Source: an optimization exercise on an open RTL-to-GDS flow (aim: small area, a short achievable clock period and few clock cycles). Production flows keep margins and buffers that such runs may drop. Only simulation tests tie the RTL to the original design; equivalence was not proved. Power figures rest on the tool's default switching activity, not on a simulated workload.

==> run a <==
==> flow/design.v <==
module fcodec_scan (
    input  wire       clk,
    input  wire       rst,         
    input  wire       wr_en,
    input  wire [8:0] wr_addr,
    input  wire [7:0] wr_data,
    input  wire       start,
    input  wire [8:0] len,
    output reg        busy,
    output reg        msg_valid,
    output reg  [8:0] msg_off,     
    output reg  [7:0] msg_plen,    
    output reg        done,
    output reg  [6:0] msg_count,
    output reg  [8:0] consumed
);
    localparam NB = 257;
    localparam NG = 17;            
    localparam [7:0] HDR  = 8'hAA;
    localparam [7:0] TERM = 8'h0A;
    reg [8*NB-1:0] ibuf;
    reg       we_q;
    reg [8:0] wa_q;
    reg [7:0] wd_q;
    always @(posedge clk) begin
        we_q <= wr_en && !busy && (wr_addr < NB);
        wa_q <= wr_addr;
        wd_q <= wr_data;
    end
    wire [NB-1:0] is_hdr;      
    wire [NB-1:0] is_term;     
    wire          wd_hdr = (wd_q == HDR);
    genvar p, g, i;
    generate
        for (p = 0; p < NB; p = p + 1) begin : g_byte
            wire sel = we_q && (wa_q == p);
            always @(posedge clk)
                if (sel) ibuf[8*p +: 8] <= wd_q;
            assign is_hdr[p]  = sel ? wd_hdr : (ibuf[8*p +: 8] == HDR);
            assign is_term[p] = (ibuf[8*p +: 8] == TERM);
        end
    endgenerate
    reg [8:0]    n_len;        
    reg [NB-1:0] cand;         
    reg          c_v;          
    reg [8:0]    c_h;          
    reg [7:0]    c_l;          
    wire [16*NG-1:0] cand_x = {{(16*NG-NB){1'b0}}, cand};
    wire [NG-1:0]    g_any;    
    wire [NG-1:0]    g_below;  
    wire [16*NG-1:0] below;    
    wire [8*NG-1:0]  g_l;      
    wire [4*NG-1:0]  g_i;      
    generate
        for (g = 0; g < NG; g = g + 1) begin : g_grp
            wire [15:0] c = cand_x[16*g +: 16];
            wire [15:0] lb;        
            wire [15:0] f = c & ~lb;
            reg  [7:0]  l;
            reg  [3:0]  idx;
            integer k;
            assign lb[0] = 1'b0;
            for (i = 1; i < 16; i = i + 1) begin : g_lb
                assign lb[i] = |c[i-1:0];
            end
            always @(*) begin
                l   = 8'd0;
                idx = 4'd0;
                for (k = 0; k < 16; k = k + 1) begin
                    if (16*g + k + 1 < NB && f[k]) l = l | ibuf[8*(16*g+k+1) +: 8];
                    if (f[k]) idx = idx | k[3:0];
                end
            end
            assign g_any[g]      = |c;
            assign g_l[8*g +: 8] = l;
            assign g_i[4*g +: 4] = idx;
            if (g == 0) begin : g_z
                assign g_below[g] = 1'b0;
            end else begin : g_nz
                assign g_below[g] = |g_any[g-1:0];
            end
            assign below[16*g +: 16] = lb | {16{g_below[g]}};
        end
    endgenerate
    wire [NG-1:0] g_first = g_any & ~g_below;
    wire          a_any   = |g_any;
    reg  [8:0]    a_h;
    reg  [7:0]    a_l;
    integer kk;
    always @(*) begin
        a_h = 9'd0;
        a_l = 8'd0;
        for (kk = 0; kk < NG; kk = kk + 1) begin
            if (g_first[kk]) begin
                a_h = a_h | {kk[4:0], g_i[4*kk +: 4]};
                a_l = a_l | g_l[8*kk +: 8];
            end
        end
    end
    wire [9:0] c_t   = {1'b0, c_h} + {2'b0, c_l} + 10'd1;
    wire       c_hit = (c_t < {1'b0, n_len}) && is_term[c_t[8:0]];
    wire       c_live = (c_h >= consumed);           
    wire       c_acc = c_v && c_live && c_hit;
    wire       c_fin = !a_any;
    wire [8:0]    n_sel = busy ? n_len : ((len > NB) ? NB[8:0] : len);
    wire [NB-1:0] in_rng;
    wire [NB-1:0] after;
    generate
        for (p = 0; p < NB; p = p + 1) begin : g_rs
            assign in_rng[p] = (p + 3 <= n_sel);
            assign after[p]  = (p > c_t);
        end
    endgenerate
    always @(posedge clk) begin
        if (rst) begin
            busy      <= 1'b0;
            msg_valid <= 1'b0;
            done      <= 1'b0;
            c_v       <= 1'b0;
        end else begin
            msg_valid <= 1'b0;
            done      <= 1'b0;
            c_v       <= 1'b0;
            if (!busy) begin
                if (start) begin
                    busy      <= 1'b1;
                    msg_count <= 7'd0;
                    consumed  <= 9'd0;
                end
            end else begin
                c_v <= 1'b1;
                if (c_fin) begin
                    busy <= 1'b0;
                    done <= 1'b1;
                end
                if (c_acc) begin
                    msg_valid <= 1'b1;
                    msg_count <= msg_count + 7'd1;
                    consumed  <= c_t[8:0] + 9'd1;
                end
            end
        end
    end
    always @(posedge clk) begin
        if (!busy) begin
            n_len <= n_sel;
            cand  <= is_hdr & in_rng;
        end else if (c_acc) begin
            cand  <= cand & below[NB-1:0] & after;
        end else begin
            cand  <= cand & below[NB-1:0];
        end
        c_h      <= a_h;
        c_l      <= a_l;
        msg_off  <= c_h + 9'd2;
        msg_plen <= c_l - 8'd1;
    end
endmodule
==> flow/run.sh <==
#!/bin/bash
# synth_recipe.tcl (not shown) runs the flow's synth.tcl, then flattens the netlist and writes it again
# the make line also repeats each setting of config.mk as NAME=value (left out here)
make -C /OpenROAD-flow-scripts/flow DESIGN_CONFIG=/design/flow/config.mk WORK_HOME=/design/flow/orfs CLKGATE_MAP_FILE= SYNTH_SCRIPT=/design/flow/synth_recipe.tcl finish
==> flow/config.mk <==
export PLATFORM = sky130hd
export DESIGN_NAME = fcodec_scan
export DESIGN_NICKNAME = fcodec_scan
export VERILOG_FILES = /design/flow/design.v
export SDC_FILE = /design/flow/constraint.sdc
export NUM_CORES = 4
export LEC_CHECK = 0
export CAP_MARGIN = 20
export CORE_MARGIN = 2
export CORE_UTILIZATION = 40
export PLACE_DENSITY = 0.5
export SETUP_SLACK_MARGIN = 5
export SLEW_MARGIN = 20
==> flow/constraint.sdc <==
create_clock -name core_clock -period 10.0 [get_ports {clk}]
set_input_delay 2.0000 -clock core_clock [delete_from_list [all_inputs] [get_ports {clk}]]
set_output_delay 2.0000 -clock core_clock [all_outputs]
set_load 0.01 [all_outputs]
==> inputs of run b, as changes to run a <==
==> flow/design.v, changed modules only <==
module fcodec_scan (
    input  wire       clk,
    input  wire       rst,         
    input  wire       wr_en,
    input  wire [8:0] wr_addr,
    input  wire [7:0] wr_data,
    input  wire       start,
    input  wire [8:0] len,
    output reg        busy,
    output reg        msg_valid,
    output reg  [8:0] msg_off,     
    output reg  [7:0] msg_plen,    
    output reg        done,
    output reg  [6:0] msg_count,
    output reg  [8:0] consumed
);
    localparam NB = 257;
    localparam NG = 17;            
    localparam [7:0] HDR  = 8'hAA;
    localparam [7:0] TERM = 8'h0A;
    reg [8*NB-1:0] ibuf;
    reg       we_q;
    reg [8:0] wa_q;
    reg [7:0] wd_q;
    always @(posedge clk) begin
        we_q <= wr_en && !busy && (wr_addr < NB);
        wa_q <= wr_addr;
        wd_q <= wr_data;
    end
    wire [NB-1:0] is_hdr;      
    wire [NB-1:0] is_term;     
    wire          wd_hdr = (wd_q == HDR);
    genvar p, g, i;
    generate
        for (p = 0; p < NB; p = p + 1) begin : g_byte
            wire sel = we_q && (wa_q == p);
            always @(posedge clk)
                if (sel) ibuf[8*p +: 8] <= wd_q;
            assign is_hdr[p]  = sel ? wd_hdr : (ibuf[8*p +: 8] == HDR);
            assign is_term[p] = (ibuf[8*p +: 8] == TERM);
        end
    endgenerate
    reg [8:0]    n_len;        
    reg [NB-1:0] cand;         
    reg          c_v;          
    reg          c_has1;       
    reg          c_has2;       
    reg [8:0]    c_h1, c_h2;   
    reg [7:0]    c_l1, c_l2;   
    wire [16*NG-1:0] cand_x = {{(16*NG-NB){1'b0}}, cand};
    wire [NG-1:0]    g_any;    
    wire [NG-1:0]    g_two;    
    wire [NG-1:0]    gb1;      
    wire [NG-1:0]    gb2;      
    wire [16*NG-1:0] keep;     
    wire [8*NG-1:0]  g_l1, g_l2;   
    wire [4*NG-1:0]  g_i1, g_i2;   
    generate
        for (g = 0; g < NG; g = g + 1) begin : g_grp
            wire [15:0] c = cand_x[16*g +: 16];
            wire [15:0] b1;        
            wire [15:0] b2;        
            wire [15:0] f1 = c & ~b1;
            wire [15:0] f2 = c & b1 & ~b2;
            reg  [7:0]  l1, l2;
            reg  [3:0]  i1, i2;
            integer k;
            assign b1[0] = 1'b0;
            assign b2[0] = 1'b0;
            for (i = 1; i < 16; i = i + 1) begin : g_b
                assign b1[i] = |c[i-1:0];
                assign b2[i] = |(c[i-1:0] & b1[i-1:0]);
            end
            always @(*) begin
                l1 = 8'd0; l2 = 8'd0;
                i1 = 4'd0; i2 = 4'd0;
                for (k = 0; k < 16; k = k + 1) begin
                    if (16*g + k + 1 < NB && f1[k]) l1 = l1 | ibuf[8*(16*g+k+1) +: 8];
                    if (16*g + k + 1 < NB && f2[k]) l2 = l2 | ibuf[8*(16*g+k+1) +: 8];
                    if (f1[k]) i1 = i1 | k[3:0];
                    if (f2[k]) i2 = i2 | k[3:0];
                end
            end
            assign g_any[g]       = |c;
            assign g_two[g]       = b2[15] | (b1[15] & c[15]);
            assign g_l1[8*g +: 8] = l1;
            assign g_l2[8*g +: 8] = l2;
            assign g_i1[4*g +: 4] = i1;
            assign g_i2[4*g +: 4] = i2;
            if (g == 0) begin : g_z
                assign gb1[g] = 1'b0;
                assign gb2[g] = 1'b0;
            end else begin : g_nz
                assign gb1[g] = |g_any[g-1:0];
                assign gb2[g] = |(g_two[g-1:0] | (g_any[g-1:0] & gb1[g-1:0]));
            end
            assign keep[16*g +: 16] = b2 | {16{gb2[g]}} | (b1 & {16{gb1[g]}});
        end
    endgenerate
    wire [NG-1:0] s1  = g_any & ~gb1;
    wire [NG-1:0] s2a = g_two & ~gb1;
    wire [NG-1:0] s2b = g_any & gb1 & ~gb2;
    wire          a_has1 = |g_any;
    wire          a_has2 = |(s2a | s2b);
    reg  [8:0]    a_h1, a_h2;
    reg  [7:0]    a_l1, a_l2;
    integer kk;
    always @(*) begin
        a_h1 = 9'd0; a_h2 = 9'd0;
        a_l1 = 8'd0; a_l2 = 8'd0;
        for (kk = 0; kk < NG; kk = kk + 1) begin
            if (s1[kk]) begin
                a_h1 = a_h1 | {kk[4:0], g_i1[4*kk +: 4]};
                a_l1 = a_l1 | g_l1[8*kk +: 8];
            end
            if (s2a[kk]) begin
                a_h2 = a_h2 | {kk[4:0], g_i2[4*kk +: 4]};
                a_l2 = a_l2 | g_l2[8*kk +: 8];
            end
            if (s2b[kk]) begin
                a_h2 = a_h2 | {kk[4:0], g_i1[4*kk +: 4]};
                a_l2 = a_l2 | g_l1[8*kk +: 8];
            end
        end
    end
    wire [9:0] c_t1   = {1'b0, c_h1} + {2'b0, c_l1} + 10'd1;
    wire [9:0] c_t2   = {1'b0, c_h2} + {2'b0, c_l2} + 10'd1;
    wire       c_hit1 = (c_t1 < {1'b0, n_len}) && is_term[c_t1[8:0]];
    wire       c_hit2 = (c_t2 < {1'b0, n_len}) && is_term[c_t2[8:0]];
    wire       c_acc1 = c_v && c_hit1;
    wire       c_acc2 = c_v && !c_hit1 && c_has2 && c_hit2;
    wire       c_acc  = c_acc1 || c_acc2;
    wire       c_fin  = c_v ? (!c_has2 || (!c_hit1 && !a_has1)) : !a_has1;
    wire [8:0]    n_sel = busy ? n_len : ((len > NB) ? NB[8:0] : len);
    wire [NB-1:0] in_rng;
    wire [NB-1:0] after1, after2;
    generate
        for (p = 0; p < NB; p = p + 1) begin : g_rs
            assign in_rng[p] = (p + 3 <= n_sel);
            assign after1[p] = is_hdr[p] && in_rng[p] && (p > c_t1);
            assign after2[p] = is_hdr[p] && in_rng[p] && (p > c_t2);
        end
    endgenerate
    always @(posedge clk) begin
        if (rst) begin
            busy      <= 1'b0;
            msg_valid <= 1'b0;
            done      <= 1'b0;
            c_v       <= 1'b0;
        end else begin
            msg_valid <= 1'b0;
            done      <= 1'b0;
            c_v       <= 1'b0;
            if (!busy) begin
                if (start) begin
                    busy      <= 1'b1;
                    msg_count <= 7'd0;
                    consumed  <= 9'd0;
                end
            end else begin
                c_v <= !c_acc;
                if (c_fin) begin
                    busy <= 1'b0;
                    done <= 1'b1;
                end
                if (c_acc) begin
                    msg_valid <= 1'b1;
                    msg_count <= msg_count + 7'd1;
                    consumed  <= c_acc1 ? c_t1[8:0] + 9'd1 : c_t2[8:0] + 9'd1;
                end
            end
        end
    end
    always @(posedge clk) begin
        if (!busy) begin
            n_len <= n_sel;
            cand  <= is_hdr & in_rng;
        end else if (c_acc1) begin
            cand  <= after1;
        end else if (c_acc2) begin
            cand  <= after2;
        end else begin
            cand  <= cand & keep[NB-1:0];
        end
        c_has1   <= a_has1;
        c_has2   <= a_has2;
        c_h1     <= a_h1;
        c_h2     <= a_h2;
        c_l1     <= a_l1;
        c_l2     <= a_l2;
        msg_off  <= c_hit1 ? c_h1 + 9'd2 : c_h2 + 9'd2;
        msg_plen <= c_hit1 ? c_l1 - 8'd1 : c_l2 - 8'd1;
    end
endmodule
- CORE_UTILIZATION: 40 -> 45
- PLACE_DENSITY: 0.5 -> 0.55
==> reports/results.md <==
• **result of the run** complete, no violations
• **net switching component of the power** 6.05 mW
• **max reg flops** 2056
• **sum of met2 wire segment lengths after detailed routing** 266000 um
• **global-route wire length before repair** 838000 um
• **number of antenna violations at the first check in global routing** 108
• **final wirelength** 640000 um
• **Largest cell class** registers
• **max-slew violation count** 0
• **routed wl met3** 78200 um
• **accumulated negative setup slack** 0 ns
• **top-area cell type share of the netlist area** 54.8%
• **count of yosys warnings during synthesis** 17
• **Critical Path, Cell by Cell** inv_2 -> ha_4 -> buf_12 -> buf_16 -> nand4_1 -> o211ai_1 -> nand4_1 -> nand2_4 -> o211ai_1 -> o22ai_2 -> nor3b_4 -> buf_4 -> buf_16 -> a2111oi_4 -> o32ai_1
• **Seq/Total Area, Yosys** 60.3%
• **tightest slew margin relative to the limit** 5.36%
That was run a.
==> reports/results.md <==
• **global routing usage on met3** 47.3%
• **Chip Height** 576 um
• **Seq/Total Area, Yosys** 47.0%
• **gr busiest metal** met2
• **leading cell types by total area after synthesis** edfxtp_1 (42%), dfxtp_1 (4.5%), nand2_1 (4.5%)
• **cell count after synthesis** 15943
• **hold-fix buffers at CTS** 0
• **leftover overflow at the end of global routing** 1
• **result of the run** stopped before the end
• **stage where the flow stopped** global routing (5_1_grt)
• **mux cell area share after synthesis** 1.03%
• **Error** [ERROR GRT-0232] Routing congestion too high. Check the congestion heatmap in the GUI.
• **post-synthesis instance area** 0.147 mm2
• **top-area cell type share of the netlist area** 42.5%
• **count of yosys warnings during synthesis** 33
• **Primary FF master, synth** edfxtp_1
That was run b.
Testbench counts of run a, summed over its fixed seeds: cycles 14,215.
Testbench counts of run b, summed over its fixed seeds: cycles 9,937.

-- afterwards: timing with drivers on the ports --
How much do the figures lean on ideal ports? The routed layout below was timed once more, with nothing changed but the port constraints.
Step 1: set_driving_cell puts a clkbuf_16 on clk and a buf_2 on each other input, an assumption about the parent block.
Step 2 adds t to the input delays and takes it off the output delays; t is the mean of the earliest and latest rising clock arrival at the registers after step 1. Input paths then give back, and output paths get back, about the clock's delay inside the block.
Slacks: no drivers / after step 1 / after step 2; pairs: no drivers / after step 1.
run: run a
shift t [ns]: 1.034
slack for setup (ns): 4.742 / 4.742 / 3.962
latest minus earliest clock arrival (ns): 0.068 / 0.069
After both steps setup and hold are still met in run a. For run a, drivers alone change the setup slack by 0.000 ns; drivers and shift together by -0.780 ns.
